This is an optimization exercise on Yosys and OpenROAD, whose aim is a short achievable clock period, not a production implementation.
The RTL of this run was laid out without a check of its function.
Power is estimated from default activity; no workload was simulated.

--- flow/config.mk ---
export PLATFORM = sky130hd
export DESIGN_NAME = ajq_top
export DESIGN_NICKNAME = ajq_top
export VERILOG_FILES = /design/flow/design.v
export SDC_FILE = /design/flow/constraint.sdc
export NUM_CORES = 4
export LEC_CHECK = 0
export ABC_CLOCK_PERIOD_IN_PS = 1500
export CAP_MARGIN = 20
export CORE_MARGIN = 2
export CORE_UTILIZATION = 40
export SETUP_SLACK_MARGIN = 2.2
export SLEW_MARGIN = 20
export TNS_END_PERCENT = 100
--- flow/standard.sh ---
#!/bin/bash
# synth_recipe.tcl (not shown) runs the flow's synth.tcl, then flattens the netlist and writes it again
# the make line also repeats each setting of config.mk as NAME=value (left out here)
make -C /OpenROAD-flow-scripts/flow DESIGN_CONFIG=/design/flow/config.mk WORK_HOME=/design/flow/orfs CLKGATE_MAP_FILE= SYNTH_SCRIPT=/design/flow/synth_recipe.tcl "${@:-finish}"
--- flow/flow/run.sh ---
#!/bin/bash
set -euo pipefail
export BUFFER_PORTS_ARGS="-buffer_cell sky130_fd_sc_hd__buf_4"
bash standard.sh MATCH_CELL_FOOTPRINT=0 finish > flow_make.log 2>&1
--- flow/constraint.sdc ---
create_clock -name core_clock -period 4.0 [get_ports {clk}]
set_input_delay 0.8000 -clock core_clock [delete_from_list [all_inputs] [get_ports {clk}]]
set_output_delay 0.8000 -clock core_clock [all_outputs]
set_load 0.01 [all_outputs]
--- flow/design.v ---
module ajq_bq (
    input  wire        clk,
    input  wire [15:0] we,
    input  wire [15:0] wsel,
    input  wire [7:0]  wd0,
    input  wire [7:0]  wd1,
    input  wire [15:0] rs0,
    output reg  [7:0]  rd0,
    input  wire [15:0] rs1,
    output reg  [7:0]  rd1
);
    reg [127:0] buf_q;
    integer k;
    always @(*) begin
        rd0 = 8'h00;
        rd1 = 8'h00;
        for (k = 0; k < 16; k = k + 1) begin
            rd0 = rd0 | (buf_q[k*8 +: 8] & {8{rs0[k]}});
            rd1 = rd1 | (buf_q[k*8 +: 8] & {8{rs1[k]}});
        end
    end
    genvar g;
    generate
        for (g = 0; g < 16; g = g + 1) begin : ent
            always @(posedge clk) begin
                if (we[g])
                    buf_q[g*8 +: 8] <= wsel[g] ? wd0 : wd1;
            end
        end
    endgenerate
endmodule
module ajq_top #(
    parameter N_RX = 16,
    parameter N_TX = 16
) (
    input  wire        clk,
    input  wire        rst,
    input  wire        drx_req_valid,
    input  wire [39:0] drx_req,
    output wire        drx_req_ready,
    output reg         drx_rsp_valid,
    output wire [33:0] drx_rsp,
    input  wire        dtx_req_valid,
    input  wire [39:0] dtx_req,
    output wire        dtx_req_ready,
    output reg         dtx_rsp_valid,
    output wire [33:0] dtx_rsp,
    input  wire        m_req_valid,
    input  wire [39:0] m_req,
    output wire        m_req_ready,
    output reg         m_rsp_valid,
    output reg  [33:0] m_rsp,
    output wire        rxq_empty,
    output wire        rxq_full,
    output wire        txq_empty,
    output wire        txq_full,
    output wire        tx_irq_en,
    output wire [31:0] pkt
);
    reg [4:0]  rc_q;         
    reg        rnz_q;        
    reg        rnf_q;        
    reg        rg2_q;        
    reg        rg15_q;       
    reg        rxe_q;        
    reg        rxf_q;        
    reg [3:0]  rs_q;         
    reg [3:0]  re_q;         
    reg [7:0]  rh_q;         
    reg [4:0]  tc_q;
    reg        tnz_q;
    reg        tnf_q;
    reg        tg2_q;
    reg        txe_q;
    reg        txf_q;
    reg [3:0]  ts_q;
    reg [3:0]  te_q;
    reg        irq_q;        
    reg        nirq_q;       
    reg [4:0]  pos_q;        
    reg [7:0]  f0_q, f1_q, f2_q, f3_q;
    reg [7:0]  fx_q;         
    reg [31:0] pkt_q;
    reg        rdy_q;        
    reg        busy_q;       
    reg [3:0]  es_q;         
    reg [31:0] esh_q;        
    reg [1:0]  drx_rsp_q;    
    reg [1:0]  dtx_st_q;     
    reg [7:0]  dtx_d_q;
    assign drx_req_ready = 1'b1;
    assign dtx_req_ready = 1'b1;
    assign m_req_ready   = rdy_q;
    assign rxq_empty     = rxe_q;
    assign rxq_full      = rxf_q;
    assign txq_empty     = txe_q;
    assign txq_full      = txf_q;
    assign tx_irq_en     = irq_q;
    assign pkt           = pkt_q;
    assign drx_rsp       = {drx_rsp_q, 32'h0};
    assign dtx_rsp       = {dtx_st_q, 24'h0, dtx_d_q};
    wire [3:0] drx_op = drx_req[39:36];
    wire [7:0] drx_b  = drx_req[7:0];
    wire [3:0] dtx_op = dtx_req[39:36];
    wire [3:0] m_op   = m_req[39:36];
    wire       m_q    = m_req[35];
    wire [7:0] m_b    = m_req[7:0];
    wire m_acc_d  = m_req_valid && !busy_q;
    wire m_acc    = m_acc_d && !rst;
    wire enc_step = busy_q && !rst;
    wire op_nop   = (m_op == 4'h0);
    wire op_qinit = (m_op == 4'h1);
    wire op_qpush = (m_op == 4'h2);
    wire op_qpop  = (m_op == 4'h3);
    wire op_tinit = (m_op == 4'h4);
    wire op_recv  = (m_op == 4'h7);
    wire op_send  = (m_op == 4'h8);
    wire op_finit = (m_op == 4'h9);
    wire op_feed  = (m_op == 4'hA);
    wire op_poll  = (m_op == 4'hB);
    wire op_enc   = (m_op == 4'hC);
    wire op_fp    = (m_op[3:1] == 3'b101);    
    wire op_bad   = (m_op == 4'h5) || (m_op == 4'h6) || (m_op[3:2] == 2'b11 && m_op[1:0] != 2'b00);
    wire rx_a_d    = drx_req_valid && (drx_op == 4'h5);
    wire rx_a      = rx_a_d && !rst;
    wire rx_a_ok   = rx_a && rnf_q;
    wire rx_emp_a  = !rnz_q && !rx_a;                 
    wire rx_full_a = !rnf_q || (rx_a && rg15_q);      
    wire rx_b_init = m_acc && (op_tinit || (op_qinit && !m_q));
    wire rx_b_push = m_acc && op_qpush && !m_q;
    wire rx_b_pop  = m_acc && ((op_qpop && !m_q) || op_recv || op_poll);
    wire rx_push_ok = rx_b_push && !rx_full_a;
    wire rx_pop_ok  = rx_b_pop && !rx_emp_a;
    wire rx_b_push_d = m_acc_d && op_qpush && !m_q;
    wire [7:0] rx_rd = rnz_q ? rh_q : drx_b;
    wire [15:0] re_oh  = 16'h1 << re_q;
    wire [15:0] rs_oh  = 16'h1 << rs_q;
    wire [15:0] re_rot = {re_oh[14:0], re_oh[15]};
    wire [15:0] rs_rot = {rs_oh[14:0], rs_oh[15]};
    wire [7:0]  rx_rd1;      
    wire [7:0]  rx_unused;
    wire [7:0]  rx_wd_a = rx_a_d ? drx_b : m_b;
    wire [15:0] rx_we   = ({16{rx_a_d || rx_b_push_d}} & re_oh & {16{rnf_q}}) |
                          ({16{rx_a_d && rx_b_push_d}} & re_rot & {16{!rg15_q && rnf_q}});
    ajq_bq u_rxq (
        .clk(clk),
        .we(rx_we), .wsel(re_oh),
        .wd0(rx_wd_a), .wd1(m_b),
        .rs0(rs_rot), .rd0(rx_rd1),
        .rs1(16'h0),  .rd1(rx_unused)
    );
    wire rx_up2 = rx_a_ok && rx_push_ok;
    wire rx_up1 = rx_a_ok ? !rx_push_ok && !rx_pop_ok : rx_push_ok;
    wire rx_dn1 = !rx_a_ok && rx_pop_ok;
    wire [4:0] rc = rc_q;
    always @(posedge clk) begin
        if (rst || rx_b_init) begin
            rc_q   <= 5'd0;
            rnz_q  <= 1'b0;
            rnf_q  <= 1'b1;
            rg2_q  <= 1'b0;
            rg15_q <= 1'b0;
            rxe_q  <= 1'b1;
            rxf_q  <= 1'b0;
            rs_q   <= 4'd0;
            re_q   <= 4'd0;
        end else begin
            if (rx_up2) begin
                rc_q   <= rc + 5'd2;
                rnz_q  <= 1'b1;
                rnf_q  <= rc != 5'd14;
                rg2_q  <= 1'b1;
                rg15_q <= rc >= 5'd13;
                rxe_q  <= 1'b0;
                rxf_q  <= rc == 5'd14;
            end else if (rx_up1) begin
                rc_q   <= rc + 5'd1;
                rnz_q  <= 1'b1;
                rnf_q  <= rc != 5'd15;
                rg2_q  <= rnz_q;
                rg15_q <= rc >= 5'd14;
                rxe_q  <= 1'b0;
                rxf_q  <= rc == 5'd15;
            end else if (rx_dn1) begin
                rc_q   <= rc - 5'd1;
                rnz_q  <= rc != 5'd1;
                rnf_q  <= 1'b1;
                rg2_q  <= rc >= 5'd3;
                rg15_q <= !rnf_q;
                rxe_q  <= rc == 5'd1;
                rxf_q  <= 1'b0;
            end
            if (rx_pop_ok)
                rs_q <= rs_q + 4'd1;
            if (rx_up2)
                re_q <= re_q + 4'd2;
            else if (rx_a_ok || rx_push_ok)
                re_q <= re_q + 4'd1;
        end
    end
    wire       rh_upd = !rnz_q || (m_acc_d && ((op_qpop && !m_q) || op_recv || op_poll));
    wire [7:0] rh_nv  = !rnz_q ? (rx_a_d ? drx_b : m_b) :
                        (rg2_q ? rx_rd1 : drx_b);
    always @(posedge clk) begin
        if (rst)
            rh_q <= 8'h00;
        else if (rh_upd)
            rh_q <= rh_nv;
    end
    wire tx_a_d    = dtx_req_valid && (dtx_op == 4'h6) && !nirq_q;
    wire tx_a      = tx_a_d && !rst;
    wire tx_a_ok   = tx_a && tnz_q;
    wire tx_emp_a  = !tnz_q || (tx_a && !tg2_q);
    wire tx_full_a = !tnf_q && !tx_a;
    wire tx_b_init = m_acc && (op_tinit || (op_qinit && m_q));
    wire tx_b_send = (m_acc && (op_send || op_enc)) || enc_step;   
    wire tx_b_push = tx_b_send || (m_acc && op_qpush && m_q);
    wire tx_b_pop  = m_acc && op_qpop && m_q;
    wire tx_push_ok = tx_b_push && !tx_full_a;
    wire tx_pop_ok  = tx_b_pop && !tx_emp_a;
    wire tx_send_ok = tx_b_send && !tx_full_a;
    wire tx_push_ok_d = (busy_q || (m_acc_d && (op_send || op_enc || (op_qpush && m_q)))) &&
                        (tnf_q || tx_a_d);
    wire [7:0] tx_wd = busy_q   ? esh_q[7:0] :
                       m_op[2]  ? m_req[31:24] : m_b;
    wire [15:0] te_oh  = 16'h1 << te_q;
    wire [15:0] ts_oh  = 16'h1 << ts_q;
    wire [15:0] ts_rot = {ts_oh[14:0], ts_oh[15]};
    wire [7:0]  tx_rd0, tx_rd1;
    wire [7:0]  tx_rd_b = tx_a_d ? tx_rd1 : tx_rd0;    
    ajq_bq u_txq (
        .clk(clk),
        .we(tx_push_ok_d ? te_oh : 16'h0), .wsel(16'hffff),
        .wd0(tx_wd), .wd1(8'h00),
        .rs0(ts_oh),  .rd0(tx_rd0),
        .rs1(ts_rot), .rd1(tx_rd1)
    );
    wire tx_dn2 = tx_a_ok && tx_pop_ok;
    wire tx_up1 = tx_push_ok && !tx_a_ok;
    wire tx_dn1 = !tx_push_ok && (tx_a_ok != tx_pop_ok);
    wire [4:0] tc = tc_q;
    always @(posedge clk) begin
        if (rst || tx_b_init) begin
            tc_q  <= 5'd0;
            tnz_q <= 1'b0;
            tnf_q <= 1'b1;
            tg2_q <= 1'b0;
            txe_q <= 1'b1;
            txf_q <= 1'b0;
            ts_q  <= 4'd0;
            te_q  <= 4'd0;
        end else begin
            if (tx_dn2) begin
                tc_q  <= tc - 5'd2;
                tnz_q <= tc != 5'd2;
                tnf_q <= 1'b1;
                tg2_q <= tc >= 5'd4;
                txe_q <= tc == 5'd2;
                txf_q <= 1'b0;
            end else if (tx_up1) begin
                tc_q  <= tc + 5'd1;
                tnz_q <= 1'b1;
                tnf_q <= tc != 5'd15;
                tg2_q <= tnz_q;
                txe_q <= 1'b0;
                txf_q <= tc == 5'd15;
            end else if (tx_dn1) begin
                tc_q  <= tc - 5'd1;
                tnz_q <= tc != 5'd1;
                tnf_q <= 1'b1;
                tg2_q <= tc >= 5'd3;
                txe_q <= tc == 5'd1;
                txf_q <= 1'b0;
            end
            if (tx_dn2)
                ts_q <= ts_q + 4'd2;
            else if (tx_a_ok || tx_pop_ok)
                ts_q <= ts_q + 4'd1;
            if (tx_push_ok)
                te_q <= te_q + 4'd1;
        end
    end
    always @(posedge clk) begin
        if (rst || (m_acc && op_tinit)) begin
            irq_q  <= 1'b0;
            nirq_q <= 1'b1;
        end else if (tx_send_ok) begin
            irq_q  <= 1'b1;
            nirq_q <= 1'b0;
        end else if (tx_a && !tnz_q) begin
            irq_q  <= 1'b0;
            nirq_q <= 1'b1;
        end
    end
    wire [7:0] feed_b  = m_op[0] ? rx_rd : m_b;
    wire       feed_go = m_acc && (op_feed || (op_poll && !rx_emp_a));
    wire       feed_go_d = m_acc_d && (op_feed || (op_poll && (rnz_q || rx_a_d)));
    wire       eq_m    = (m_b == fx_q);
    wire       eq_drx  = (drx_b == fx_q);
    wire       eq_head = (rh_q == fx_q);
    wire       match_u = pos_q[4] && (m_op[0] ? (rnz_q ? eq_head : (rx_a_d && eq_drx)) : eq_m);
    wire       match_d = m_acc_d && op_fp && match_u;
    always @(posedge clk) begin
        if (rst || (m_acc && op_finit))
            pos_q <= 5'b00001;
        else if (feed_go)
            pos_q <= pos_q[4] ? (match_u ? 5'b00001 : 5'b10000) : {pos_q[3:0], 1'b0};
    end
    always @(posedge clk) begin
        if (feed_go_d) begin
            if (pos_q[4]) begin
                f0_q  <= f1_q;
                f1_q  <= f2_q;
                f2_q  <= f3_q;
                f3_q  <= feed_b;
            end else begin
                if (pos_q[0]) f0_q <= feed_b;
                if (pos_q[1]) f1_q <= feed_b;
                if (pos_q[2]) f2_q <= feed_b;
                if (pos_q[3]) f3_q <= feed_b;
            end
        end
    end
    always @(posedge clk) begin
        if (rst)
            fx_q <= 8'h00;
        else if (feed_go_d)
            fx_q <= (pos_q[0] ? 8'h00 : fx_q) ^ (pos_q[4] ? f0_q : 8'h00) ^ feed_b;
    end
    always @(posedge clk) begin
        if (match_d)
            pkt_q <= {f0_q, f1_q, f2_q, f3_q};
    end
    wire [7:0] enc_c  = m_req[31:24];
    wire [7:0] enc_p1 = m_req[23:16];
    wire [7:0] enc_p2 = m_req[15:8];
    wire [7:0] enc_p3 = m_req[7:0];
    wire       enc_go = m_acc && op_enc && !tx_full_a;
    wire       enc_end = tx_full_a || es_q[3];
    always @(posedge clk) begin
        if (rst) begin
            rdy_q  <= 1'b1;
            busy_q <= 1'b0;
        end else if (busy_q) begin
            rdy_q  <= enc_end;
            busy_q <= !enc_end;
        end else begin
            rdy_q  <= !enc_go;
            busy_q <= enc_go;
        end
    end
    always @(posedge clk) begin
        if (busy_q) begin
            es_q  <= {es_q[2:0], 1'b0};
            esh_q <= {8'h00, esh_q[31:8]};
        end else begin
            es_q  <= 4'b0001;
            esh_q <= {enc_c ^ enc_p1 ^ enc_p2 ^ enc_p3, enc_p3, enc_p2, enc_p1};
        end
    end
    always @(posedge clk) begin
        if (rst) begin
            drx_rsp_valid <= 1'b0;
            dtx_rsp_valid <= 1'b0;
            m_rsp_valid   <= 1'b0;
        end else begin
            drx_rsp_valid <= drx_req_valid;
            dtx_rsp_valid <= dtx_req_valid;
            if (busy_q)
                m_rsp_valid <= enc_end;
            else
                m_rsp_valid <= m_req_valid && !(op_enc && !tx_full_a);
        end
    end
    always @(posedge clk) begin
        if (drx_op == 4'h0)      drx_rsp_q <= 2'b01;
        else if (drx_op == 4'h5) drx_rsp_q <= {1'b0, rnf_q};
        else                     drx_rsp_q <= 2'b10;
        if (dtx_op == 4'h0) begin
            dtx_st_q <= 2'b01;
            dtx_d_q  <= 8'h00;
        end else if (dtx_op == 4'h6 && !nirq_q) begin
            dtx_st_q <= {1'b0, tnz_q};
            dtx_d_q  <= tx_rd0;
        end else begin
            dtx_st_q <= 2'b10;
            dtx_d_q  <= 8'h00;
        end
    end
    always @(posedge clk) begin
        if (busy_q) begin
            m_rsp <= {1'b0, !tx_full_a, 32'h0};
        end else begin
            m_rsp[33] <= op_bad;
            m_rsp[32] <= op_nop || op_tinit || op_finit || op_qinit ||
                         (op_qpush && (m_q ? !tx_full_a : !rx_full_a)) ||
                         ((op_send || op_enc) && !tx_full_a) ||
                         (op_qpop && (m_q ? !tx_emp_a : !rx_emp_a)) ||
                         (op_recv && !rx_emp_a) ||
                         (op_fp && match_u);
            m_rsp[31:8] <= (op_fp && match_u) ? {f0_q, f1_q, f2_q} : 24'h0;
            m_rsp[7:0]  <= (op_qpop && m_q)         ? tx_rd_b :
                           (op_qpop || op_recv)     ? rx_rd :
                           (op_fp && match_u)       ? f3_q : 8'h00;
        end
    end
endmodule
==> results.yml <==
global_routing:
  grt_remaining_overflow: 0
  top_usage_layer: "met2"
  grt_usage_pct: 25.0
  grtUsageMet1_pct: 32.7
  met2_usage_pct: 40.9
  use_met3_pct: 4.38
  grt_pass1_wl_um: 113000
  grt_max_degree: 52
  grt_pass1_vias: 18400
  antenna_found_initial: 1
sta:
  setup_viol_count_final: 0
  rsz0062_at_grt: "true"
  hold_viol: 0
  setup-tns-final_ns: 0
  final-max-slew-violation-count: 0
  min_period_ns: 2.44
  post-route-period-util_pct: 61.0
  tightestPinTransition_ns: 0.791
  finClkSkew_ns: 0.0200
  maxClockFrequency_ghz: 0.410
  max-slew-margin-rel_pct: 46.9
yosys:
  post_synth.cell_area_avg_sq_um: 10.7
  synth_cell_type_count: 80
  yosys_warnings: 2
  seq_area_frac_synth_pct: 55.1
  yosys.area.top_type: "edfxtp_1"
  yosys_most_used_dff: "edfxtp_1"
  synthArstFlopShare_pct: 0
  synth_edf_count: 320
  synth-seq-cells: 467
  synth.most_common_cell: "edfxtp_1"
  synthTopCellsByCount: "320 x edfxtp_1, 235 x nand2_1, 185 x o21ai_0, 147 x dfxtp_1, 127 x clkbuf_1"
  synth_area_leaders: "edfxtp_1 42%, dfxtp_1 13%, o21ai_0 4.1%"
  netlist.area_leader.share_pct: 42.2
  synthCells: 2131
  syn_area_sq_um: 22800
clocking:
  cts_max_level: 2
  clockBufferDepth: 3
  cts_tree: "yes"
  cts.clk_slew.worst_paths_ns: 0.06
  cts_buffers: 51
  cts_hold_buf: 0
  root_buffer: "clkbuf_16"
  clk_latency_ns: 0.60
  clock-sinks: 467
worst_setup_path:
  cp_top_family: "compound AO/OA/AOI/OAI gates"
  crit_top_cell: "ha_4"
  critPathLaunch: "ts_q[0]"
  reg2reg_setup_slack_ns: 1.56
  crit_required_ns: 4.48
  cp.buffers_inverters: 2
  crit_path_start_kind: "flop"
  critPathKind: "reg2reg"
  end_kind: "flop"
  arrival_ns: 2.92
  crit_fanout: 6
  cp_slowest_stage_delay_ns: 0.39
  r2r-start: "ts_q[0]"
  crit_path_top_delay_cell: "nor4b_2"
  crit_chain: "ha_4, ha_4, buf_6, a221o_1, a21oi_2, a31oi_1, nor4b_2, a2111oi_2, buf_4, a311o_1"
power:
  finalPower_mw: 10.9
  irDropWorstVdd_mv: 0.245
  p_leak_nw: 12.0
  power_density_nw_per_um2: 335
place:
  port_buffers: 144
  dp_hpwl_um: 44900
  gp_congestion: 0.858
floorplanning:
  dieArea_sq_um: 58800
  rows: 87
  ios: 270
  core_sq_um: 56400
  chipHeight_um: 243
  die_w_um: 243
  initial_core_util_pct: 40.4
flow_run:
  cap_violations: 0
final_layout:
  syn2layout_area_growth_pct: 43.1
  nFillCells: 4399
  post-route-util_pct: 57.8
  nets: 2651
  final_layout_size_suffix_gt1_share_pct: 42.1
route:
  ant_nets: 0
  viasPerCell: 5.98
  wl_per_cell_um: 24.6
  drt_wl_total_um: 80500
  dr.pass1.iters: 6
  vias: 19600
  drt_iter0_markers: 2118
  drc_errors: 0
hold_path:
  min_path_type: "in2reg"
  hp-start: "drx_req[37]"
status:
  status: "finished clean"
-- final cells by class --
class / instances / area, sq um / area share (%)
timing repair buffer: 458 / 5230 / 16.1
clock buffer: 79 / 1540 / 4.74
clock inverter: 13 / 111 / 0.342
antenna: 1 / 2.50 / 0.00768
sequential: 467 / 12700 / 38.9
tap: 756 / 946 / 2.90
inverter: 44 / 189 / 0.580
multi-input combinational: 1455 / 11900 / 36.4
-- sequential cells by signal, summed over array words and instances, names as in the netlist, 32 cells and up --
signal and count:
pkt_q 32, m_rsp 34, esh_q 32, u_rxq.buf_q 128
u_txq.buf_q 128
-- routing by layer --
metal	wire [um]	part of all wire (%)
met1	30500	38
met2	37700	47
met3	7900	9.8
met4	4400	5.5
met5	0	0
-- path summary, 6_finish.rpt --
| kind | endpoint | cells past startpoint |
|---|---|---|
| setup / recovery | m_rsp[3] | 10 |
| hold / removal | drx_rsp_q[0] | 2 |
| setup reg to reg | m_rsp[3] | 10 |
| hold reg to reg | esh_q[5] | 1 |
-- logic make-up (layout without fill, tap and decap cells) --
family / after synthesis / after routing / share of synthesized area (%)
compound gates: 600 / 602 / 17.5
buf+inv: 268 / 594 / 5.51
simple gates: 586 / 587 / 12.2
mux: 97 / 97 / 4.53
xor+xnor: 62 / 62 / 2.39
other cells: 2 / 59 / 0.0330
fa+ha+maj: 49 / 49 / 2.69
flops: 467 / 467 / 55.1
-- power breakdown --
group | switching, mW | internal (mW)
registers | 0.0448 | 5.22
logic | 0.533 | 0.415
clock network | 1.99 | 2.72
total | 2.56 | 8.36
-- placed cells by master (no fill, tap or decap), types with 63 or more instances in the layout --
cell         n
buf_6      162
nand2_1    216
o21ai_0     88
clkbuf_16   73
dfxtp_1     72
a21oi_1     77
nor2_1      93
edfxtp_1   320
buf_4      204
o21ai_2     63
-- worst register-to-register path, delay by kind of cell, from the launching register on --
| kind | cells | cell delay [ns] |
|---|---|---|
| compound gates | 5 | 0.89 |
| simple gates | 1 | 0.39 |
| flops | 1 | 0.38 |
| fa+ha+maj | 2 | 0.36 |
| buf+inv | 2 | 0.31 |
-- through the flow --
step | worst slack [ns] | hold WS, ns | area, sq um | instances
floorplan | 1.32 | 0.412 | 24100 | 2187
global placement | 0.693 | 0.421 | 25100 | 2908
detailed placement | 0.642 | 0.429 | 25100 | 2908
CTS | 1.64 | 0.361 | 30700 | 3193
global route | 1.54 | 0.351 | 32600 | 3273
finish | 1.56 | 0.356 | 32600 | 3273
-- what timing repair did --
item / 4_1_cts / 5_1_grt
endpoints found under the setup margin: 786 / 694
pin swaps: 145 / 142
resized for setup: 481 / 331
gates cloned: 12 / 12
buffers inserted: 181 / 67

[static timing again, ports no longer ideal]
No port has a modelled driver above. Below, the same layout with a new extraction and two added sets of constraints.
Step 1: set_driving_cell puts a clkbuf_16 on clk and a buf_2 on each other input, an assumption about the parent block.
Step 2, shift: input delay + t, output delay - t, t = (earliest + latest rising clock arrival at the registers) / 2. This alone moves slack from input paths to output paths.
a / b / c = ideal / step 1 / step 2; a / b = the first two.
t (ns): 0.649
slack for setup (ns): 1.560 / 1.560 / 1.015
worst register clock-pin slew, ns: 0.07 / 0.07
After both steps this run still meets setup and hold. The setup slack of this run moves by 0.000 ns with the drivers and by -0.545 ns with both steps.
